This is an optimization exercise on Yosys and OpenROAD, whose aim is small area and few clock cycles, not a production implementation. Only simulation tests tie the RTL to the original design; equivalence was not proved. No activity file was given, so power comes from the tool's default toggle rates.

<file path="flow/config.mk">
export PLATFORM = sky130hd
export DESIGN_NAME = rde
export DESIGN_NICKNAME = rde
export VERILOG_FILES = /design/flow/design.v
export SDC_FILE = /design/flow/constraint.sdc
export NUM_CORES = 4
export LEC_CHECK = 0
export ABC_AREA = 1
export ABC_CLOCK_PERIOD_IN_PS = 12000
export CAP_MARGIN = 20
export CORE_MARGIN = 2
export CORE_UTILIZATION = 65
export SLEW_MARGIN = 20
</file>
<file path="flow/design.v">
module rde_fec (
    input  wire [2:0] sym,       
    input  wire [5:0] cw,        
    output wire [5:0] enc,       
    output wire [2:0] syn,       
    output reg  [1:0] cor_kind,  
    output reg  [5:0] cor_cw,    
    output reg  [2:0] cor_pos,   
    output wire [2:0] dec        
);
    assign enc[5] = sym[2] ^ sym[0];
    assign enc[4] = sym[2] ^ sym[1];
    assign enc[3] = sym[1] ^ sym[0];
    assign enc[2] = sym[2];
    assign enc[1] = sym[1];
    assign enc[0] = sym[0];
    assign syn[2] = cw[5] ^ cw[2] ^ cw[0];
    assign syn[1] = cw[4] ^ cw[2] ^ cw[1];
    assign syn[0] = cw[3] ^ cw[1] ^ cw[0];
    assign dec = cw[2:0];
    always @(*) begin
        cor_kind = 2'd1;
        cor_pos  = 3'd0;
        cor_cw   = cw;
        case (syn)
            3'b000: cor_kind = 2'd0;
            3'b100: cor_pos = 3'd5;
            3'b010: cor_pos = 3'd4;
            3'b001: cor_pos = 3'd3;
            3'b110: cor_pos = 3'd2;
            3'b011: cor_pos = 3'd1;
            3'b101: cor_pos = 3'd0;
            default: cor_kind = 2'd2;
        endcase
        if (cor_kind == 2'd1)
            cor_cw = cw ^ (6'd1 << cor_pos);
        else if (cor_kind == 2'd2)
            cor_cw = 6'd0;
    end
endmodule
module rde_frmclass (
    input  wire [15:0] len,
    output wire        is_data,
    output wire        is_ack,
    output wire [15:0] data_frames,
    output wire [15:0] ack_frames
);
    wire [5:0] se = {2'b0, len[3:0]}  + {2'b0, len[11:8]};
    wire [5:0] so = {2'b0, len[7:4]}  + {2'b0, len[15:12]};
    wire       div17 = (se == so) || (se == so + 6'd17) || (so == se + 6'd17);
    wire [4:0] q1 = {1'b0, len[7:4]}  - {1'b0, len[3:0]};
    wire [3:0] q2 = len[11:8] - q1[3:0] - {3'd0, q1[4]};
    assign is_data     = (len != 16'd0) && div17;
    assign is_ack      = (len != 16'd0) && !len[0];
    assign data_frames = {4'd0, q2, q1[3:0], len[3:0]};
    assign ack_frames  = {1'b0, len[15:1]};
endmodule
module rde (
    input  wire        clk,
    input  wire        rst,
    input  wire        cmd_valid,
    output wire        cmd_ready,
    input  wire [31:0] cmd_data,
    output wire        rsp_valid,
    input  wire        rsp_ready,
    output wire [31:0] rsp_data,
    output wire        ev_valid,
    input  wire        ev_ready,
    output wire [1:0]  ev_kind,
    output wire [7:0]  ev_seq,
    output wire [15:0] ev_unit,
    output wire        ev_drop,
    input  wire        loss_valid,
    output wire        loss_ready,
    input  wire [15:0] loss_u
);
    localparam [3:0] ST_OK        = 4'h0;
    localparam [3:0] ST_CORRECTED = 4'h1;
    localparam [3:0] ST_UNCORR    = 4'h2;
    localparam [3:0] ST_QFULL     = 4'h3;
    localparam [3:0] ST_QEMPTY    = 4'h4;
    localparam [3:0] ST_BUSY      = 4'h5;
    localparam [3:0] ST_CTRL_IGN  = 4'h6;
    localparam [3:0] ST_IDLE_IGN  = 4'h7;
    localparam [3:0] ST_ACK_DROP  = 4'h8;
    localparam [3:0] ST_ACK_BADMK = 4'h9;
    localparam [3:0] ST_ACK_NOMAT = 4'hA;
    localparam [3:0] ST_ACK_DUP   = 4'hB;
    localparam [3:0] ST_RX_OOO    = 4'hC;
    localparam [3:0] ST_AMBIG     = 4'hD;
    localparam [3:0] ST_CLS_NONE  = 4'hE;
    localparam [3:0] ST_ILLEGAL   = 4'hF;
    localparam [1:0] EV_DATA   = 2'd0;
    localparam [1:0] EV_ACK    = 2'd1;
    localparam [1:0] EV_ACCEPT = 2'd2;
    localparam [2:0] P_IDLE  = 3'd0;
    localparam [2:0] P_RUN   = 3'd1;    
    localparam [2:0] P_ACKD  = 3'd2;    
    localparam [2:0] P_SLIDE = 3'd3;    
    localparam [2:0] P_RESP  = 3'd4;
    localparam [2:0] M_END  = 3'd0;     
    localparam [2:0] M_FILL = 3'd1;     
    localparam [2:0] M_RETX = 3'd2;     
    localparam [2:0] M_NEW1 = 3'd3;     
    localparam [2:0] M_ACKS = 3'd4;     
    localparam [2:0] M_ACK1 = 3'd5;     
    reg        fsm;
    reg [4:0]  sc;           
    reg [4:0]  rxe;          
    reg [2:0]  at;           
    reg        tt;           
    reg [4:0]  err;
    reg [127:0] tring;       
    reg [3:0]  tc;
    reg [3:0]  tf, tr;
    reg [4:0]  tsz;
    reg [15:0] ack;
    reg [63:0] rring;        
    reg        rpure;
    reg [2:0]  rf, rr;
    reg [3:0]  rsz;
    reg [2:0]  ph;
    reg        evv;          
    reg        evd;          
    reg [1:0]  ek;           
    reg [3:0]  st;
    reg        arq;
    reg [18:0] dat;          
    wire [4:0] u = dat[9:5];     
    wire [4:0] p = dat[14:10];   
    wire       txf = dat[15];    
    wire       j0  = dat[15];    
    wire [2:0] md  = dat[18:16];
    wire [3:0] t_slot  = (cmd_data[25:24] == 2'd0) ? tr + 4'd1 :
                         cmd_data[24] ? tr : tf;
    wire       t_wait  = cmd_valid && (cmd_data[31:26] == 6'b001000) &&
                         (cmd_data[25:24] != 2'd1) && !cmd_data[16] && !fsm &&
                         (t_slot != tc);
    wire [2:0] r_slot  = (cmd_data[25:24] == 2'd2) ? rf :
                         (cmd_data[25:24] == 2'd3) ? rr : rr + 3'd1;
    wire       r_acc   = !fsm && (cmd_data[31:24] == 8'h20) && cmd_data[16] ||
                         !rpure && (((cmd_data[31:25] == 7'b0010001) && cmd_data[16]) ||
                                    (cmd_data[31:24] == 8'h41));
    wire       r_wait  = cmd_valid && r_acc && (r_slot != tc[2:0]);
    assign cmd_ready  = (ph == P_IDLE) && !t_wait && !r_wait;
    assign ev_valid   = evv;
    assign ev_kind    = ek;
    assign ev_drop    = evd;
    assign ev_unit    = {11'd0, (ek == EV_DATA) ? u : 5'd0};
    wire [5:0] rfd    = {1'b0, rxe} - {2'd0, rsz};
    wire [4:0] r_fv   = (rfd[5] || rfd == 6'd0) ? rfd[4:0] + 5'd24 : rfd[4:0];
    wire [4:0] r_rv   = (rxe == 5'd1) ? 5'd24 : rxe - 5'd1;
    wire [2:0] r_k    = tc[2:0] - rf;
    wire [4:0] r_ta   = r_fv + {2'd0, r_k};
    wire [4:0] r_tv   = (r_ta > 5'd24) ? r_ta - 5'd24 : r_ta;
    wire [4:0] u_inc  = u + 5'd1;
    assign ev_seq     = (ek == EV_ACK) ? (rpure ? {3'd0, r_fv} : dat[12:5]) :
                        {3'd0, (ek == EV_DATA) ? u_inc : u};
    wire [7:0]  opc  = cmd_data[31:24];
    wire [7:0]  sel  = cmd_data[23:16];
    wire [15:0] opd  = cmd_data[15:0];
    wire        qsel = sel[0];
    reg legal;
    always @(*) begin
        case (opc)
            8'h00: legal = (sel == 8'd0) && (opd == 16'd0);
            8'h10: legal = (sel == 8'd0) && (opd[15:3] == 13'd0);
            8'h11, 8'h12, 8'h13:
                   legal = (sel == 8'd0) && (opd[15:6] == 10'd0);
            8'h20: legal = (sel[7:1] == 7'd0) && (opd[15:8] == 8'd0);
            8'h21, 8'h22, 8'h23, 8'h24, 8'h25:
                   legal = (sel[7:1] == 7'd0) && (opd == 16'd0);
            8'h30, 8'h40, 8'h42:
                   legal = (sel == 8'd0);
            8'h41: legal = (sel == 8'd0) && (opd[15:8] == 8'd0);
            8'h43, 8'h44, 8'h45:
                   legal = (sel == 8'd0) && (opd == 16'd0);
            8'h50: legal = (sel <= 8'h11) && (opd == 16'd0);
            8'h51: legal = (sel == 8'd0) && (opd[15:5] == 11'd0);
            default: legal = 1'b0;
        endcase
    end
    wire [5:0] fec_enc;
    wire [2:0] fec_syn;
    wire [1:0] fec_kind;
    wire [5:0] fec_cw;
    wire [2:0] fec_pos;
    wire [2:0] fec_dec;
    rde_fec u_fec (
        .sym(opd[2:0]), .cw(opd[5:0]),
        .enc(fec_enc), .syn(fec_syn),
        .cor_kind(fec_kind), .cor_cw(fec_cw), .cor_pos(fec_pos),
        .dec(fec_dec)
    );
    wire        cls_data, cls_ack;
    wire [15:0] cls_dn, cls_an;
    rde_frmclass u_cls (
        .len(opd), .is_data(cls_data), .is_ack(cls_ack),
        .data_frames(cls_dn), .ack_frames(cls_an)
    );
    wire [3:0] tf_inc = tf + 4'd1;
    wire [3:0] tr_inc = tr + 4'd1;
    wire [2:0] rf_inc = rf + 3'd1;
    wire [2:0] rr_inc = rr + 3'd1;
    wire [4:0] rxe_inc = (rxe == 5'd24) ? 5'd1 : rxe + 5'd1;
    wire txq_full  = tsz[4];
    wire txq_empty = (tsz == 5'd0);
    wire rxq_full  = rsz[3];
    wire rxq_empty = (rsz == 4'd0);
    wire [4:0] fu       = sc - tsz;            
    wire       can_send = !tsz[4] && (sc != 5'd24);
    wire [7:0] ack_seq = opd[15:8];
    wire [4:0] ack_t   = ack_seq[4:0] - 5'd1;
    wire       qf_found = (ack_seq[7:5] == 3'd0) && (ack_seq[4:0] != 5'd0) &&
                          (ack_t >= fu) && (ack_t < sc);
    wire [7:0] tsel_v = tring[7:0];
    wire [7:0] rxq_v  = !rpure ? rring[7:0] : {3'd0, opc[0] ? r_rv : r_fv};
    wire [7:0] txq_v  = !fsm ? tsel_v : opc[0] ? {3'd0, sc} : {3'd0, fu + 5'd1};
    wire       ack_fires = !txq_empty && (at == 3'd5);
    wire [4:0] next_seq = (sc == 5'd24) ? 5'd1 : sc + 5'd1;
    reg [18:0] regval;
    always @(*) begin
        case (sel[4:0])
            5'h00: regval = {15'd0, 2'b11, (sc == 5'd24), fsm};
            5'h01: regval = {14'd0, err};
            5'h02: regval = {14'd0, next_seq};
            5'h03: regval = {14'd0, sc};
            5'h04: regval = {14'd0, rxe};
            5'h05: regval = {16'd0, at};
            5'h06: regval = {18'd0, tt};
            5'h07: regval = {14'd0, tsz};
            5'h08: regval = {15'd0, tf};
            5'h09: regval = {15'd0, tr};
            5'h0A: regval = {3'd0, ack};
            5'h0B: regval = {15'd0, rsz};
            5'h0C: regval = {16'd0, rf};
            5'h0D: regval = {16'd0, rr};
            5'h0E: regval = 19'h11810;
            5'h0F: regval = 19'd8;
            5'h10: regval = 19'd24;
            5'h11: regval = 19'd16;
            default: regval = 19'd0;
        endcase
    end
    wire [4:0] p1      = p + 5'd1;
    wire       ack_rd  = ack[p[3:0]];
    wire       ack_rd1 = ack[(ph == P_RUN) ? p1[3:0] : tf_inc];
    wire c0        = (md == M_RETX) && (p != sc);
    wire c1        = (p1 != sc);
    wire retx_at0  = c0 && !ack_rd;
    wire retx_at1  = c0 && ack_rd && c1 && !ack_rd1;
    wire retx_skip = c0 && ack_rd && c1 && ack_rd1;
    wire want_retx = retx_at0 || retx_at1;
    wire retx_cand = want_retx || retx_skip;
    wire want_new  = can_send && ((md == M_FILL) || (md == M_NEW1) ||
                                  ((md == M_RETX) && !retx_cand && txf));
    wire ack_rdy   = rpure || (!evv && (tc[2:0] == rf));
    wire want_ack  = ack_rdy && ((md == M_ACK1) ||
                                 ((md == M_ACKS) && (rsz > {3'd0, evv})));
    wire ack_hold  = !ack_rdy && ((md == M_ACK1) || ((md == M_ACKS) && (rsz != 4'd0)));
    wire want_draw = want_retx || want_new || want_ack;
    wire ev_fire   = evv && ev_ready;
    wire e_free    = !evv || ev_ready;
    wire run_draw  = (ph == P_RUN) && want_draw && e_free;
    assign loss_ready = run_draw || (ph == P_ACKD);
    wire d_fire    = loss_ready && loss_valid;
    wire drop      = (loss_u[15:13] == 3'd0);    
    wire ackd      = (ph == P_ACKD);
    wire slide     = (ph == P_SLIDE);
    wire ack_dup   = (st == ST_OK) && !j0 && ack_rd;
    wire ack_acc   = (st == ST_OK) && !ack_dup && !drop;
    wire pop_now   = slide || (ackd && loss_valid && ack_acc && j0);
    wire pop_more  = pop_now && (tsz != 5'd1) && ack_rd1;
    wire fin_now   = pop_now && (tsz == 5'd1) && (sc == 5'd24);
    wire early_rsp = (ackd && loss_valid && !pop_more) || (slide && !pop_more);
    assign rsp_valid = (ph == P_RESP) || early_rsp;
    wire [3:0] st_o  = !ackd ? st : drop ? ST_ACK_DROP : ack_dup ? ST_ACK_DUP : st;
    wire [4:0] tsz_o = pop_now ? tsz - 5'd1 : tsz;
    wire       fsm_o = fsm && !fin_now;
    assign rsp_data  = {(st_o == ST_ILLEGAL) ? 8'hFF : {4'd0, st_o},
                        arq ? {7'd0, fsm_o, 3'd0, tsz_o, 3'd0, dat[4:0]} : {5'd0, dat}};
    reg t_wr;
    always @(*) begin
        t_wr = 1'b0;
        if ((ph == P_IDLE) && cmd_valid && !t_wait && !r_wait && legal && (opc == 8'h20) && !qsel && !fsm && !txq_full)
            t_wr = 1'b1;
    end
    reg       r_wr;
    reg [7:0] r_in;
    always @(*) begin
        r_wr = 1'b0;
        if ((ph == P_IDLE) && cmd_valid && !t_wait && !r_wait && legal && !rxq_full &&
            (((opc == 8'h20) && qsel && !fsm) || ((opc == 8'h41) && !rpure && (opd[7:0] == {3'd0, rxe}))))
            r_wr = 1'b1;
        r_in = r_wr ? opd[7:0] : rpure ? {3'd0, r_tv} : rring[7:0];
    end
    always @(posedge clk) begin
        rring <= {r_in, rring[63:8]};
        tring <= {t_wr ? opd[7:0] : tring[7:0], tring[127:8]};
        if (rst) tc <= 4'd0;
        else     tc <= tc + 4'd1;
    end
    always @(posedge clk) begin
        if (rst) begin
            ph   <= P_IDLE;
            fsm  <= 1'b0;
            sc   <= 5'd0;
            rxe  <= 5'd1;
            at   <= 3'd0;
            tt   <= 1'b0;
            err  <= 5'd0;
            tf   <= 4'd0;
            tr   <= 4'd15;
            tsz  <= 5'd0;
            ack  <= 16'd0;
            rf   <= 3'd0;
            rr   <= 3'd7;
            rsz  <= 4'd0;
            evv  <= 1'b0;
            rpure <= 1'b1;
        end else begin
            if (rsz == 4'd0) rpure <= 1'b1;
            case (ph)
            P_IDLE: if (cmd_valid && !t_wait && !r_wait) begin
                st  <= ST_OK;
                dat <= 19'd0;
                arq <= 1'b0;
                ph  <= P_RESP;
                if (!legal) begin
                    err[4] <= 1'b1;
                    st     <= ST_ILLEGAL;
                end else begin
                    case (opc)
                    8'h10: dat <= {13'd0, fec_enc};
                    8'h11: dat <= {16'd0, fec_syn};
                    8'h12: begin
                        dat <= {(fec_kind == 2'd1) ? fec_pos : 3'd0,
                                5'd0, fec_syn, 2'd0, fec_cw};
                        if (fec_kind == 2'd1) st <= ST_CORRECTED;
                        if (fec_kind == 2'd2) begin
                            st     <= ST_UNCORR;
                            err[0] <= 1'b1;
                        end
                    end
                    8'h13: dat <= {16'd0, fec_dec};
                    8'h20: begin
                        if (fsm) st <= ST_BUSY;
                        else if (!qsel) begin
                            if (txq_full) begin
                                st     <= ST_QFULL;
                                dat    <= 19'd16;
                                err[1] <= 1'b1;
                            end else begin
                                tr  <= tr_inc;
                                tsz <= tsz + 5'd1;
                                dat <= {14'd0, tsz + 5'd1};
                            end
                        end else begin
                            if (rxq_full) begin
                                st     <= ST_QFULL;
                                dat    <= 19'd8;
                                err[1] <= 1'b1;
                            end else begin
                                rr  <= rr_inc;
                                rsz <= rsz + 4'd1;
                                dat <= {15'd0, rsz + 4'd1};
                                rpure <= 1'b0;
                            end
                        end
                    end
                    8'h21: begin
                        if (fsm) st <= ST_BUSY;
                        else if (!qsel) begin
                            if (txq_empty) begin
                                st     <= ST_QEMPTY;
                                err[2] <= 1'b1;
                            end else begin
                                tf  <= tf_inc;
                                tsz <= tsz - 5'd1;
                                dat <= {14'd0, tsz - 5'd1};
                            end
                        end else begin
                            if (rxq_empty) begin
                                st     <= ST_QEMPTY;
                                err[2] <= 1'b1;
                            end else begin
                                rf  <= rf_inc;
                                rsz <= rsz - 4'd1;
                                dat <= {15'd0, rsz - 4'd1};
                            end
                        end
                    end
                    8'h22, 8'h23: begin
                        if (!qsel ? txq_empty : rxq_empty) begin
                            st     <= ST_QEMPTY;
                            err[2] <= 1'b1;
                        end else
                            dat <= {11'd0, qsel ? rxq_v : txq_v};
                    end
                    8'h24: begin
                        if (fsm) st <= ST_BUSY;
                        else if (!qsel) begin
                            tf  <= 4'd0;
                            tr  <= 4'd15;
                            tsz <= 5'd0;
                        end else begin
                            rf  <= 3'd0;
                            rr  <= 3'd7;
                            rsz <= 4'd0;
                        end
                    end
                    8'h25: dat <= qsel ? {15'd0, rsz} : {14'd0, tsz};
                    8'h30: begin
                        if (cls_data && cls_ack) begin
                            st     <= ST_AMBIG;
                            err[3] <= 1'b1;
                        end else if (cls_data)
                            dat <= {1'b0, 2'b01, cls_dn};
                        else if (cls_ack)
                            dat <= {1'b0, 2'b10, cls_an};
                        else
                            st <= ST_CLS_NONE;
                    end
                    8'h40: begin
                        arq <= 1'b1;
                        if (opd == 16'h0247) begin
                            tf  <= 4'd0;
                            tr  <= 4'd15;
                            tsz <= 5'd0;
                            ack <= 16'd0;
                            rf  <= 3'd0;
                            rr  <= 3'd7;
                            rsz <= 4'd0;
                            at  <= 3'd0;
                            tt  <= 1'b0;
                            sc  <= 5'd0;
                            rxe <= 5'd1;
                            fsm <= 1'b1;
                            dat[18:16]  <= M_FILL;
                            ph  <= P_RUN;
                        end else
                            st <= ST_CTRL_IGN;
                    end
                    8'h41: begin
                        arq <= 1'b1;
                        if (opd[7:0] != {3'd0, rxe})
                            st <= ST_RX_OOO;
                        else begin
                            evv <= 1'b1;
                            ek  <= EV_ACCEPT;
                            evd <= 1'b0;
                            dat[9:5] <= rxe;
                            rxe <= rxe_inc;
                            if (rxq_full) begin
                                st     <= ST_QFULL;
                                err[1] <= 1'b1;
                            end else begin
                                rr  <= rr_inc;
                                rsz <= rsz + 4'd1;
                            end
                            dat[18:16] <= (rsz >= 4'd7) ? M_ACK1 : M_END;
                            ph <= P_RUN;
                        end
                    end
                    8'h42: begin
                        arq <= 1'b1;
                        if (!fsm)
                            st <= ST_IDLE_IGN;
                        else begin
                            if (opd[7:0] != 8'h06)  st <= ST_ACK_BADMK;
                            else if (!qf_found)     st <= ST_ACK_NOMAT;
                            dat[14:10]  <= ack_t;
                            dat[15] <= (ack_t == fu);
                            ph <= P_ACKD;
                        end
                    end
                    8'h43: begin
                        arq <= 1'b1;
                        if (!fsm)
                            st <= ST_IDLE_IGN;
                        else begin
                            if (ack_fires)       at <= 3'd0;
                            else if (!txq_empty) at <= at + 3'd1;
                            tt  <= !tt;
                            dat[15] <= tt;
                            dat[14:10]   <= fu;
                            dat[18:16]  <= ack_fires ? M_RETX : M_NEW1;
                            if (ack_fires || (tt && can_send))
                                ph <= P_RUN;
                        end
                    end
                    8'h44: begin
                        arq <= 1'b1;
                        dat[18:16]  <= M_ACKS;
                        if (!rxq_empty) ph <= P_RUN;
                    end
                    8'h45: begin
                        arq <= 1'b1;
                        tf  <= 4'd0;
                        tr  <= 4'd15;
                        tsz <= 5'd0;
                        ack <= 16'd0;
                        rf  <= 3'd0;
                        rr  <= 3'd7;
                        rsz <= 4'd0;
                        at  <= 3'd0;
                        tt  <= 1'b0;
                        sc  <= 5'd0;
                        rxe <= 5'd1;
                        fsm <= 1'b0;
                    end
                    8'h50: dat <= regval;
                    8'h51: begin
                        err <= err & ~opd[4:0];
                        dat <= {14'd0, err & ~opd[4:0]};
                    end
                    default: ;
                    endcase
                end
            end
            P_RUN: begin
                if (ev_fire) begin
                    dat[4:0] <= dat[4:0] + 5'd1;
                    if (ek == EV_ACK) begin
                        rf  <= rf_inc;
                        rsz <= rsz - 4'd1;
                    end
                end
                if (retx_skip)
                    dat[14:10] <= p1 + 5'd1;
                if (d_fire) begin
                    evv <= 1'b1;
                    evd <= drop;
                    if (want_ack) begin
                        ek <= EV_ACK;
                        dat[12:5] <= rring[7:0];
                        if (md == M_ACK1) dat[18:16] <= M_END;
                    end else if (want_retx) begin
                        ek <= EV_DATA;
                        dat[9:5]  <= retx_at0 ? p : p1;
                        dat[14:10]  <= retx_at0 ? p1 : p1 + 5'd1;
                    end else begin
                        ek  <= EV_DATA;
                        dat[9:5]   <= sc;
                        sc  <= sc + 5'd1;
                        tr  <= tr_inc;
                        tsz <= tsz + 5'd1;
                        if (md != M_FILL) dat[18:16] <= M_END;
                    end
                end else if (ev_fire)
                    evv <= 1'b0;
                if (!want_draw && !retx_skip && !ack_hold && (!evv || ev_ready))
                    ph <= P_RESP;
            end
            P_ACKD: if (loss_valid) begin
                st <= st_o;
                if (ack_acc) begin
                    at <= 3'd0;
                    if (!j0) ack[p[3:0]] <= 1'b1;
                end
            end
            P_SLIDE: ack[tf] <= 1'b0;
            P_RESP: if (rsp_ready) ph <= P_IDLE;
            default: ph <= P_IDLE;
            endcase
            if (pop_now) begin
                tf  <= tf_inc;
                tsz <= tsz - 5'd1;
                if (fin_now) begin
                    fsm <= 1'b0;
                    tt  <= 1'b0;
                end
            end
            if ((ackd && loss_valid) || slide)
                ph <= !early_rsp ? P_SLIDE : rsp_ready ? P_IDLE : P_RESP;
        end
    end
endmodule
</file>
<file path="flow/flow/run.sh">
#!/bin/bash
# Layout flow: the standard ORFS flow (standard.sh) with three changes.
#  1. Synthesis is the standard flow's (synth_recipe.tcl sourcing ORFS's synth.tcl), except
#     that adders are left to ABC (no ADDER_MAP_FILE) and ABC maps the
#     combinational logic with the area-oriented script flow/abc_area.script.
#     Registers are mapped before ABC, as in the standard synthesis, so they
#     come out the same.
#  2. Port buffers use the smallest buffer cell.
#  3. CTS inserts no dummy loads and uses sink clusters of up to 32.
# Each tool's output is in standard.log and ORFS's logs under orfs/logs.
set -euo pipefail
here=$(pwd)
abc=$here/flow/abc_area.script

sed "s|^  log_cmd abc {\*}\$abc_args\$|  set abc_args [lreplace \$abc_args 1 1 $abc]\n  log_cmd abc {*}\$abc_args|" \
  "$FLOW_HOME/scripts/synth.tcl" > "$here/synth_body.tcl"
grep -q "lreplace \$abc_args 1 1 $abc" "$here/synth_body.tcl"
sed "s|^source \$::env(SCRIPTS_DIR)/synth.tcl\$|source $here/synth_body.tcl|" \
  synth_recipe.tcl > "$here/my_synth.tcl"
grep -q "source $here/synth_body.tcl" "$here/my_synth.tcl"

bash standard.sh \
  SYNTH_SCRIPT="$here/my_synth.tcl" \
  ADDER_MAP_FILE= \
  BUFFER_PORTS_ARGS="-buffer_cell sky130_fd_sc_hd__buf_1" \
  CTS_ARGS="-sink_clustering_enable -repair_clock_nets -dont_use_dummy_load -sink_clustering_size 32 -sink_clustering_max_diameter 80" \
  finish > standard.log 2>&1
</file>
<file path="flow/flow/abc_area.script">
strash
&get -n
&fraig -x
&put
scorr
dc2
strash
&get -n
&st
&deepsyn -T 600
&dch -f
&nf -R 1000 -p -C 32 -F 8
&put
</file>
<file path="flow/constraint.sdc">
create_clock -name core_clock -period 12.0 [get_ports {clk}]
set_input_delay 2.4000 -clock core_clock [delete_from_list [all_inputs] [get_ports {clk}]]
set_output_delay 2.4000 -clock core_clock [all_outputs]
set_load 0.01 [all_outputs]
</file>
<file path="flow/standard.sh">
#!/bin/bash
# synth_recipe.tcl (not shown) runs the flow's synth.tcl, then flattens the netlist and writes it again
# the make line also repeats each setting of config.mk as NAME=value (left out here)
make -C /OpenROAD-flow-scripts/flow DESIGN_CONFIG=/design/flow/config.mk WORK_HOME=/design/flow/orfs CLKGATE_MAP_FILE= SYNTH_SCRIPT=/design/flow/synth_recipe.tcl "${@:-finish}"
</file>
==> results.txt, run 1 <==
status no timing/DRC/antenna violations; Max clock buf depth 3; port bufs 87; Worst setup SP type input pin; # clock sinks 287; Ports 117; Mapped Area 0.0130 mm2; Distinct cells, synth 62; smallest hold slack 0.252 ns; crit end category primary output; CTS tree built; sequential fraction of the synthesis area 46.1%; Setup TNS 0 ns; first-pass GRT wire length 74.9 mm; Max-Cap Viols 0; vias in the first global route 12.4k; synthesized flop and latch total 287; Routed WL 50.3 mm; post-layout minimum cycle time 7.90 ns; final setup fails 0; leakage 4.93 nW; largest net degree at the start of global routing 37; die area 0.0212 mm2; post-CTS sizing 0; Detailed Place HPWL 36.7 mm; Tightest Hold Check Type flop to flop; Clock Skews 0.0681 ns; nets 1671; Mapped Cells 1501; Yosys Warn Count 2; Worst-Skew Late Latency 0.52 ns; Placer Congestion 1.08; detailed-router iteration count before antenna repair 9; antenna violations before repair 0; Max Slew Vio Count 0; CTS clk-pin slew, worst paths 0.11 ns; Initial Util 66.6%; Area Growth Syn to Fin 8.29%; Via Count 13.4k; H-tree depth 1; Post-DRT Antenna Nets 0; Peak Freq 127 MHz; measured slew at the worst slew-check pin 1.30 ns; PwrDens 123 mW/mm2; Setup Fix Bufs, Post-CTS 0; hold_buf cts 0; peak supply drop 0.149 mV; GRT Util Overall 46.0%; Worst EP arrival 5.50 ns; Avg Inst Size Synth 8.69 um2; Layout fillers 1495; Cell Rows 51; Crit Path Class input pin to primary output; Worst EP required 9.60 ns; Chip Height 146 um; drt wl/cell 26.7 um; total gr overflow 0; period utilization 65.9%; Rel. slew slack 12.5%; chip width 146 um; CP max FO 13; Vias/cell 7.10; ys async rst share 0%; Top FF cell, synth dfxtp_1; RSZ-0062 raised after global routing false; share of post-route cells with drive strength above 1 2.35%; Clk Tree Root Cell clkbuf_16; first-iteration detailed-routing DRC count 2348; drt drc 0; Hold Vio Cnt, Final 0; Core Region 0.0196 mm2; number of synthesized flops with an enable pin 27; Num CTS Buffers 15
## worst paths after layout
path                            slack (ns)  depth (start not counted)                   to                from
worst max-delay path                  4.10                          8            cmd_ready        cmd_data[28]
worst min-delay path                  0.25                          0    tring[88]$_DFF_P_   tring[96]$_DFF_P_
worst max register to register        5.05                         23  tsz[2]$_SDFFE_PP0P_  ph[0]$_SDFFE_PP0P_
worst min register to register        0.25                          0    tring[88]$_DFF_P_   tring[96]$_DFF_P_
## metal layers
layer  routed length (um)  GRT usage [%]
met4                 4270           29.1
met3                 7450           12.8
met2                21100           68.8
met5                    0              0
met1                17400           59.0
## cells by family after synthesis
family,after synthesis,synth area share [%]
mux,15,1.25
other cells,1,0.0287
simple gates,559,20.5
buf+inv,69,2.68
compound gates,455,21.7
fa+ha+maj,10,0.767
xor+xnor,105,7.05
flops,287,46.1
## Yosys cell counts, drive strengths merged, types with 16 or more instances
library cell  number  area share [%]
nor3              55             2.1
xor2              36             2.4
a211oi            16            0.92
nand2b            24             1.2
a31oi             22             1.1
clkinv            45             1.3
a21oi            133             5.1
xnor2             69             4.6
nand2            157             4.5
o22ai             25             1.2
and2              17            0.82
edfxtp            27             6.2
dfxtp            260              40
o21ai            128             4.9
nor2b             35             1.7
buf               24             1.4
nor2             148             4.3
nand3             39             1.5
## where the power goes
part	internal, mW	switching (mW)
Sequential	0.984	0.0200
Combinational	0.0666	0.143
Clock	0.225	0.295
## sequential cells by signal, indices dropped and copies added (netlist names), 2 cells and up
signal / cells
rxe: 5
st: 4
tr: 4
rr: 3
rring: 64
at: 3
ack: 16
sc: 5
tring: 128
ph: 3
dat: 19
rsz: 4
err: 5
tc: 4
rf: 3
ek: 2
tf: 4
tsz: 5
## cell type report
cell class	instances	area, um2	share of cell area [%]
Antenna cell	1	2.50	0.0177
Clock buffer	15	375	2.66
Inverter	45	169	1.20
Multi-Input combinational cell	1160	6750	47.8
Sequential cell	287	6020	42.6
Tap cell	265	332	2.35
Timing Repair Buffer	108	484	3.43
## cell usage in the layout (no fill, tap or decap), drive strengths merged, types with 15 or more instances in the layout
cell      n
xor2     36
nand2b   24
nand2   157
clkinv   45
clkbuf   15
conb     16
a211oi   16
buf     108
a31oi    22
o21ai   128
dfxtp   260
nor3     55
nand3    39
nor2b    35
and2     17
xnor2    69
nor2    148
o22ai    25
edfxtp   27
a21oi   133
## critical path, cell delays in order
cell and delay (ns):
buf_1 0.43, nand2b_1 0.65, nand2_1 0.30, nor2_1 0.58, nand3_1 0.26, o22ai_1 0.47
a31oi_1 0.23, buf_1 0.17
## metrics by stage
step / setup slack (ns) / total power [mW] / util (%) / std cells / instance area [um2]
2_1_floorplan: 5.76 / 1.14 / - / 1516 / 13100
5_1_grt: 4.05 / 1.77 / 72.1 / 1880 / 14100
4_1_cts: 4.43 / 1.72 / 72.1 / 1880 / 14100
6_report: 4.10 / 1.73 / 72.1 / 1881 / 14100
3_3_place_gp: 4.63 / 1.22 / 70.2 / 1865 / 13700
3_5_place_dp: 4.47 / 1.22 / 70.2 / 1865 / 13700
Testbench counts, summed over its fixed seeds: cycles 33,316.
==> inputs of run 2 (changes only) <==
--- a/flow/design.v
+++ b/flow/design.v
@@ -112,13 +112,17 @@
     reg [4:0]  err;
     reg [127:0] tring;       
     reg [3:0]  tc;
-    reg [3:0]  tf, tr;
+    reg [3:0]  tf;
     reg [4:0]  tsz;
     reg [15:0] ack;
     reg [63:0] rring;        
     reg        rpure;
-    reg [2:0]  rf, rr;
+    reg [2:0]  rf;
     reg [3:0]  rsz;
+    wire [3:0] tr_inc = tf + tsz[3:0];
+    wire [3:0] tr     = tr_inc - 4'd1;
+    wire [2:0] rr_inc = rf + rsz[2:0];
+    wire [2:0] rr     = rr_inc - 3'd1;
     reg [2:0]  ph;
     reg        evv;          
     reg        evd;          
@@ -131,13 +135,13 @@
     wire       txf = dat[15];    
     wire       j0  = dat[15];    
     wire [2:0] md  = dat[18:16];
-    wire [3:0] t_slot  = (cmd_data[25:24] == 2'd0) ? tr + 4'd1 :
+    wire [3:0] t_slot  = (cmd_data[25:24] == 2'd0) ? tr_inc :
                          cmd_data[24] ? tr : tf;
     wire       t_wait  = cmd_valid && (cmd_data[31:26] == 6'b001000) &&
                          (cmd_data[25:24] != 2'd1) && !cmd_data[16] && !fsm &&
                          (t_slot != tc);
     wire [2:0] r_slot  = (cmd_data[25:24] == 2'd2) ? rf :
-                         (cmd_data[25:24] == 2'd3) ? rr : rr + 3'd1;
+                         (cmd_data[25:24] == 2'd3) ? rr : rr_inc;
     wire       r_acc   = !fsm && (cmd_data[31:24] == 8'h20) && cmd_data[16] ||
                          !rpure && (((cmd_data[31:25] == 7'b0010001) && cmd_data[16]) ||
                                     (cmd_data[31:24] == 8'h41));
@@ -199,9 +203,7 @@
         .data_frames(cls_dn), .ack_frames(cls_an)
     );
     wire [3:0] tf_inc = tf + 4'd1;
-    wire [3:0] tr_inc = tr + 4'd1;
     wire [2:0] rf_inc = rf + 3'd1;
-    wire [2:0] rr_inc = rr + 3'd1;
     wire [4:0] rxe_inc = (rxe == 5'd24) ? 5'd1 : rxe + 5'd1;
     wire txq_full  = tsz[4];
     wire txq_empty = (tsz == 5'd0);
@@ -310,11 +312,9 @@
             tt   <= 1'b0;
             err  <= 5'd0;
             tf   <= 4'd0;
-            tr   <= 4'd15;
             tsz  <= 5'd0;
             ack  <= 16'd0;
             rf   <= 3'd0;
-            rr   <= 3'd7;
             rsz  <= 4'd0;
             evv  <= 1'b0;
             rpure <= 1'b1;
@@ -351,7 +351,6 @@
                                 dat    <= 19'd16;
                                 err[1] <= 1'b1;
                             end else begin
-                                tr  <= tr_inc;
                                 tsz <= tsz + 5'd1;
                                 dat <= {14'd0, tsz + 5'd1};
                             end
@@ -361,7 +360,6 @@
                                 dat    <= 19'd8;
                                 err[1] <= 1'b1;
                             end else begin
-                                rr  <= rr_inc;
                                 rsz <= rsz + 4'd1;
                                 dat <= {15'd0, rsz + 4'd1};
                                 rpure <= 1'b0;
@@ -401,11 +399,9 @@
                         if (fsm) st <= ST_BUSY;
                         else if (!qsel) begin
                             tf  <= 4'd0;
-                            tr  <= 4'd15;
                             tsz <= 5'd0;
                         end else begin
                             rf  <= 3'd0;
-                            rr  <= 3'd7;
                             rsz <= 4'd0;
                         end
                     end
@@ -425,11 +421,9 @@
                         arq <= 1'b1;
                         if (opd == 16'h0247) begin
                             tf  <= 4'd0;
-                            tr  <= 4'd15;
                             tsz <= 5'd0;
                             ack <= 16'd0;
                             rf  <= 3'd0;
-                            rr  <= 3'd7;
                             rsz <= 4'd0;
                             at  <= 3'd0;
                             tt  <= 1'b0;
@@ -455,7 +449,6 @@
                                 st     <= ST_QFULL;
                                 err[1] <= 1'b1;
                             end else begin
-                                rr  <= rr_inc;
                                 rsz <= rsz + 4'd1;
                             end
                             dat[18:16] <= (rsz >= 4'd7) ? M_ACK1 : M_END;
@@ -497,11 +490,9 @@
                     8'h45: begin
                         arq <= 1'b1;
                         tf  <= 4'd0;
-                        tr  <= 4'd15;
                         tsz <= 5'd0;
                         ack <= 16'd0;
                         rf  <= 3'd0;
-                        rr  <= 3'd7;
                         rsz <= 4'd0;
                         at  <= 3'd0;
                         tt  <= 1'b0;
@@ -543,7 +534,6 @@
                         ek  <= EV_DATA;
                         dat[9:5]   <= sc;
                         sc  <= sc + 5'd1;
-                        tr  <= tr_inc;
                         tsz <= tsz + 5'd1;
                         if (md != M_FILL) dat[18:16] <= M_END;
                     end
--- a/flow/flow/run.sh
+++ b/flow/flow/run.sh
@@ -6,7 +6,7 @@
 #     Registers are mapped before ABC, as in the standard synthesis, so they
 #     come out the same.
 #  2. Port buffers use the smallest buffer cell.
-#  3. CTS inserts no dummy loads and uses sink clusters of up to 32.
+#  3. CTS inserts no dummy loads and uses sink clusters of up to 24.
 # Each tool's output is in standard.log and ORFS's logs under orfs/logs.
 set -euo pipefail
 here=$(pwd)
@@ -23,5 +23,5 @@
   SYNTH_SCRIPT="$here/my_synth.tcl" \
   ADDER_MAP_FILE= \
   BUFFER_PORTS_ARGS="-buffer_cell sky130_fd_sc_hd__buf_1" \
-  CTS_ARGS="-sink_clustering_enable -repair_clock_nets -dont_use_dummy_load -sink_clustering_size 32 -sink_clustering_max_diameter 80" \
+  CTS_ARGS="-sink_clustering_enable -repair_clock_nets -dont_use_dummy_load -sink_clustering_size 24 -sink_clustering_max_diameter 70" \
   finish > standard.log 2>&1
==> flow/flow/abc_area.script (replaced) <==
strash
&get -n
&fraig -x
&put
scorr
dc2
strash
&get -n
&st
&deepsyn -T 240
&dch -f
&nf -R 1000 -p -C 32 -F 8
&put
==> run 2 against run 1 <==
Net effect: fmax is 6.4% lower; synthesized cell count grew 0.40%; area after synthesis rose by 0.40%; critical path type unchanged; critical endpoint unchanged; largest cell class unchanged; highest routed layer unchanged.
==> results.txt, run 2 <==
CP Buf/Inv Count 2; Vias/cell 7.33; largest net degree at the start of global routing 26; count leader, synth dfxtp_1; Top FF cell, synth dfxtp_1; Layout Cells excl Fill 1898; ys async rst share 0%; Synth top area share 38.7%; Worst-Skew Late Latency 0.52 ns; R2R setup slack 5.61 ns; most common cell after layout, fill and taps aside dfxtp_1; switching portion of total power 26.5%; post-layout minimum cycle time 8.45 ns; GRT Util Overall 48.0%; peak supply drop 0.157 mV; most frequent cells in the layout dfxtp_1 (253), nor2_1 (159), nand2_1 (135); Cell Rows 51; drt drc 0; Clk pwr share 31.8%; synthesized flop and latch total 280; CP max FO 13; Flop pwr share 56.3%; Setup TNS 0 ns; internal power 1.27 mW; dpl cell area 0.0139 mm2; post-layout instance area 0.0143 mm2; Chip Height 146 um; RSZ-0062 raised after global routing false; status no timing/DRC/antenna violations; Rel. slew slack 14.4%; sequential fraction of the synthesis area 44.9%; Register Area 0.00588 mm2; Initial Util 66.9%; Placed Cells 1878; CTS tree built; drt wl/cell 27.6 um; post-CTS sizing 0; Ports 117; first-pass GRT wire length 78.2 mm; Worst setup SP type input pin; Max Slew Vio Count 0; Num CTS Buffers 17; Layout fillers 1510; Hold Vio Cnt, Final 0; leakage 5.00 nW; most frequent CP cell o21ai_0; H-tree depth 1; cells taking the most area after synthesis dfxtp_1 (39%), edfxtp_1 (6.2%), a21oi_1 (4.9%); Tightest Hold Check Type flop to flop; number of synthesized flops with an enable pin 27; Distinct cells, synth 66; Max stage delay on crit path 0.82 ns; Crit Path Class input pin to primary output; # clock sinks 280; Max-Cap Viols 0; Post-DRT Antenna Nets 0; Worst EP required 9.60 ns; Clk Tree Root Cell clkbuf_16; Largest regs tring: 128 flops, rring: 64 flops, dat: 19 flops; Setup Fix Bufs, Post-CTS 0; Routed WL 52.4 mm; Placement Setup Slack 3.85 ns; period utilization 70.4%; Total Power 1.73 mW; crit end category primary output; Avg Inst Size Synth 8.69 um2; detailed-router iteration count before antenna repair 10; Multi-input gate area 0.00690 mm2; Synth area leader dfxtp_1; PwrDens 121 mW/mm2; Core Region 0.0196 mm2; Comb power frac 11.9%; CTS clk-pin slew, worst paths 0.09 ns; Detailed Place HPWL 37.0 mm; nets 1688; total gr overflow 0; final setup fails 0; share of post-route cells with drive strength above 1 3.13%; worst setup margin 3.55 ns; antenna violations before repair 1; smallest hold slack 0.318 ns; fin util 73.0%; Yosys Warn Count 2; Psw 457 uW; Biggest register tring; Clock Skews 0.0468 ns; die area 0.0213 mm2; Placer Congestion 1.12; chip width 146 um; max reg flops 128; Max clock buf depth 3; vias in the first global route 13.1k; worst-path cell chain buf_1, nor2_1, o21ai_0, o21ai_0, o21ai_0, a2111oi_0, nand3_1, nand4_1, nand2_1, a2111oi_0, buf_1; Worst EP arrival 6.05 ns; most frequent cells after synthesis dfxtp_1 (253), nor2_1 (159), nand2_1 (135), a21oi_1 (128), o21ai_0 (116); Mapped Cells 1507; Mapped Area 0.0131 mm2; port bufs 87; Via Count 13.9k; hold_buf cts 0; first-iteration detailed-routing DRC count 2712; Area Growth Syn to Fin 9.20%; measured slew at the worst slew-check pin 1.27 ns; CP max stage cell a2111oi_0; Peak Freq 118 MHz; CP top delay family compound AO/OA/AOI/OAI gates
## run 2: changes by cell type in the layout (fill, tap and decap cells not counted), sizes merged, moves of 7 or more
cell / change
xor2: +7
nor3: -9
nand2: -22
buf: +7
clkinv: +13
dfxtp: -7
nor4: +9
o21ai: -12
nor2: +11
o221ai: +7
## run 2: power by group through the flow
stage / Sequential (mW) / Clock (mW) / Combinational, mW
2_1_floorplan: 0.985 / 0 / 0.118
3_3_place_gp: 0.989 / 0 / 0.179
6_report: 0.971 / 0.549 / 0.206
5_1_grt: 0.971 / 0.572 / 0.212
3_5_place_dp: 0.990 / 0 / 0.185
4_1_cts: 0.969 / 0.543 / 0.192
## run 2: cell type report
class	count	share of cell area (%)
multi-input combinational	1160	48.3
sequential	280	41.1
antenna	1	0.0175
clock buffer	17	2.97
inverter	58	1.52
tap	265	2.32
timing repair buffer	117	3.82
## run 2: path summary, 6_finish.rpt
kind                         end  depth (start not counted)           startpoint
max reg2reg  tsz[1]$_SDFFE_PP0P_                         21  tsz[0]$_SDFFE_PP0P_
min reg2reg    tring[27]$_DFF_P_                          0    tring[35]$_DFF_P_
min            tring[27]$_DFF_P_                          0    tring[35]$_DFF_P_
max                    cmd_ready                         11         cmd_data[25]
## run 2: logic make-up after synthesis
group,count (synthesis),share of synthesized area [%]
AO/OA/AOI/OAI,464,22.9
AND/OR/NAND/NOR,550,20.2
multiplexers,15,1.24
adder cells (fa/ha/maj),9,0.688
other,1,0.0286
buffers and inverters,82,3.04
flip-flops,280,44.9
XOR/XNOR,106,7.09
## run 2: per-layer routing
| metal | up-vias | GRT usage [%] | wire (um) |
|---|---|---|---|
| met1 | 6191 | 59.4 | 17700 |
| met5 | - | 0 | 0 |
| met3 | 453 | 16.2 | 8580 |
| li1 | 5771 | - | - |
| met4 | 0 | 35.2 | 5390 |
| met2 | 1495 | 69.7 | 20700 |
## run 2: worst register-to-register path: stages (launching register included)
cell	delay, ns
dfxtp_1	0.90
nand2_1	0.38
clkinv_1	0.17
a21oi_1	0.10
nor2_1	0.22
o21ai_0	0.10
o21ai_0	0.27
o21ai_0	0.14
a2111oi_0	0.43
nand3_1	0.21
nand4_1	0.11
nand2_1	0.18
a2111oi_0	0.82
and3_1	0.27
buf_4	0.27
a41o_1	0.23
and2_0	0.24
o311ai_0	0.24
or2_0	0.29
a21boi_0	0.16
or4_1	0.51
nand2_1	0.07
Testbench counts of run 2, summed over its fixed seeds: cycles 33,316.
==> inputs of run 3 (changes only) <==
==> flow/flow/abc_area.script (replaced) <==
strash
&get -n
&fraig -x
&put
scorr
dc2
strash
&get -n
&st
&deepsyn -T 600
&dch -f
&nf -R 1000 -p -C 32 -F 8
&put
==> run 3 against run 2 <==
Net effect: clock power down 3.6%; area after synthesis down 0.34%; critical path type unchanged; hold slack worse by 0.0045 ns; core utilization down 0.54 points; power down 1.3%; sequential share of layout area up 0.30 points; critical path depth up 3; clock-buffer cell count down 1; setup slack better by 0.10 ns; sequential power about the same; final cell count down 0.42%.
==> results.txt, run 3 <==
total gr overflow 0; Max Slew Vio Count 0; met3 GRT Util 15.0%; Num CTS Buffers 16; Clock Skews 0.0462 ns; Crit Path Class input pin to primary output; Vias/cell 7.29; reg-to-reg endpoint tsz[2]$_SDFFE_PP0P_; peak supply drop 0.171 mV; Clk Tree Root Cell clkbuf_16; final setup fails 0; Routed WL 51.9 mm; R2R setup slack 5.29 ns; synthesized flop and latch total 280; Worst-Skew Late Latency 0.50 ns; post-layout minimum cycle time 8.35 ns; worst setup path start cmd_data[24]; Hold Vio Cnt, Final 0; largest net degree at the start of global routing 38; H-tree depth 1; Max-Cap Viols 0; Setup TNS 0 ns; Area Growth Syn to Fin 8.77%; Largest regs tring: 128 flops, rring: 64 flops, dat: 19 flops; vias in the first global route 12.9k; period utilization 69.5%; Mapped Area 0.0131 mm2; hold_buf cts 0; Post-DRT Antenna Nets 0; CTS tree built; antenna violations before repair 3; chip width 146 um; first-pass GRT wire length 77.4 mm; Synth top area share 38.8%; crit end category primary output; share of post-route cells with drive strength above 1 2.77%; PwrDens 120 mW/mm2; Top FF cell, synth dfxtp_1; post-CTS sizing 0; Avg Inst Size Synth 8.67 um2; Initial Util 66.6%; met2 Resource Use GR 70.7%; port bufs 87; RSZ-0062 raised after global routing false; worst r2r path cells 23; CP max FO 23; Yosys Warn Count 2; sequential fraction of the synthesis area 45.0%; Distinct cells, synth 66; max reg flops 128; # clock sinks 280; Worst Setup EP cmd_ready; Ports 117; reg-to-reg startpoint ph[0]$_SDFFE_PP0P_; drt drc 0; Max clock buf depth 3; die area 0.0212 mm2; Worst EP arrival 5.95 ns; Biggest register tring; measured slew at the worst slew-check pin 1.06 ns; most common cell after layout, fill and taps aside dfxtp_1; Synth area leader dfxtp_1; CTS clk-pin slew, worst paths 0.09 ns; Mapped Cells 1505; dpl cell area 0.0138 mm2; status no timing/DRC/antenna violations; Peak Freq 120 MHz; ys async rst share 0%; Placer Congestion 1.18; Via Count 13.8k; detailed-router iteration count before antenna repair 10; Chip Height 146 um; Top Usage Layer GRT met2; first-iteration detailed-routing DRC count 2403; most frequent cells in the layout dfxtp_1 (253), nor2_1 (157), nand2_1 (146); GRT Util Overall 47.6%; cells taking the most area after synthesis dfxtp_1 (39%), edfxtp_1 (6.2%), xnor2_1 (5.1%); Worst setup SP type input pin; Detailed Place HPWL 37.7 mm; post-layout instance area 0.0142 mm2; Tightest Hold Check Type flop to flop; Setup Fix Bufs, Post-CTS 0; leakage 4.93 nW; drt wl/cell 27.4 um; Rel. slew slack 27.5%; Core Region 0.0196 mm2; Cell Rows 51; M1 GR Usage 60.1%; nets 1680; number of synthesized flops with an enable pin 27; most frequent cells after synthesis dfxtp_1 (253), nor2_1 (157), nand2_1 (146), a21oi_1 (123), o21ai_0 (113); Worst EP required 9.60 ns; count leader, synth dfxtp_1
-- run 3: cell types whose count changed after synthesis, moves of 5 or more --
cell / change
nand2_1: +11
a21oi_1: -5
a32oi_1: -5
nor3_1: +5
clkinv_1: -12
nand2b_1: +18
a22o_1: -5
a2111oi_0: +6
xor2_1: -16
xnor2_1: +13
-- run 3: power breakdown --
group | switching (mW) | total (mW) | leakage, nW | internal, mW
sequential | 0.0165 | 0.973 | 2.29 | 0.956
clock | 0.290 | 0.529 | 0.197 | 0.239
combinational | 0.138 | 0.202 | 2.44 | 0.0633
total | 0.444 | 1.70 | 4.93 | 1.26
-- run 3: kinds of logic after synthesis --
logic type      share of synthesized area (%)
simple gates                             21.7
compound gates                           22.0
flops                                    45.0
xor+xnor                                 6.91
buf+inv                                  2.70
fa+ha+maj                               0.920
mux                                     0.757
other cells                            0.0287
-- run 3: cell type report --
class / count / area (um2)
tap: 265 / 332
fill: 1481 / 5390
multi-input combinational: 1170 / 6900
sequential: 280 / 5880
clock buffer: 16 / 400
inverter: 46 / 173
antenna: 1 / 2.50
timing repair buffer: 112 / 514
-- run 3: per-stage QoR --
stage	std cells	hold slack, ns	util, %	total power, mW	setup slack (ns)
floorplan	1520	0.310	-	1.10	5.10
global placement	1873	0.310	70.4	1.17	4.30
detailed placement	1873	0.312	70.4	1.18	4.05
CTS	1889	0.319	72.4	1.68	4.04
global route	1889	0.318	72.5	1.74	3.69
finish	1890	0.314	72.5	1.70	3.65
-- run 3: worst max-delay path: stages --
cell and delay [ns]:
buf_1 0.07, buf_4 0.32, clkinv_1 0.38, nand2_1 0.28, nand2_1 0.13, xnor2_1 0.36
a31oi_1 0.09, o21ai_0 0.11, nand3_1 0.12, a2111oi_0 0.69, o32ai_1 0.31, a2111o_1 0.48
clkinv_1 0.07, buf_1 0.14
-- run 3: per-layer routing --
| layer | up-vias | share of wire [%] |
|---|---|---|
| met1 | 6186 | 34 |
| met3 | 407 | 16 |
| met5 | - | 0.025 |
| met4 | 2 | 8.7 |
| met2 | 1440 | 41 |
| li1 | 5740 | - |
-- run 3: worst min-delay path by stage --
stage | start | end | cells after the start
after detailed placement | tring[9]$_DFF_P_ | tring[1]$_DFF_P_ | 0
after floorplan | rring[8]$_DFF_P_ | rring[0]$_DFF_P_ | 0
final | tring[48]$_DFF_P_ | tring[40]$_DFF_P_ | 0
after global routing | tring[48]$_DFF_P_ | tring[40]$_DFF_P_ | 0
after CTS | tring[48]$_DFF_P_ | tring[40]$_DFF_P_ | 0
after global placement | rring[39]$_DFF_P_ | rring[31]$_DFF_P_ | 0

re-timing with driven ports:
The results above use ideal ports. As a check the final layouts listed here were re-extracted and re-timed, cells and wires unchanged.
Step 1 assumes that a clkbuf_16 drives the clock port and a buf_2 every other input.
Step 2 also shifts input and output timing later by t, the mid clock arrival at the registers, as if the neighbouring blocks saw the same clock.
a / b / c = ideal ports / drivers / drivers and shift; a / b = the first two.
run | t (ns) | setup WS [ns] | worst hold slack (ns) | latest minus earliest clock arrival (ns)
run 1 | 0.532 | 4.096 / 4.056 / 3.950 | 0.252 / 0.252 / 0.252 | 0.068 / 0.069
run 2 | 0.542 | 3.553 / 3.534 / 3.230 | 0.318 / 0.318 / 0.318 | 0.049 / 0.048
run 3 | 0.528 | 3.654 / 3.625 / 3.512 | 0.314 / 0.314 / 0.314 | 0.051 / 0.051
After both steps every run listed still meets setup and hold. For run 2, which loses most, drivers alone change the setup slack by -0.019 ns; drivers and shift together by -0.323 ns.
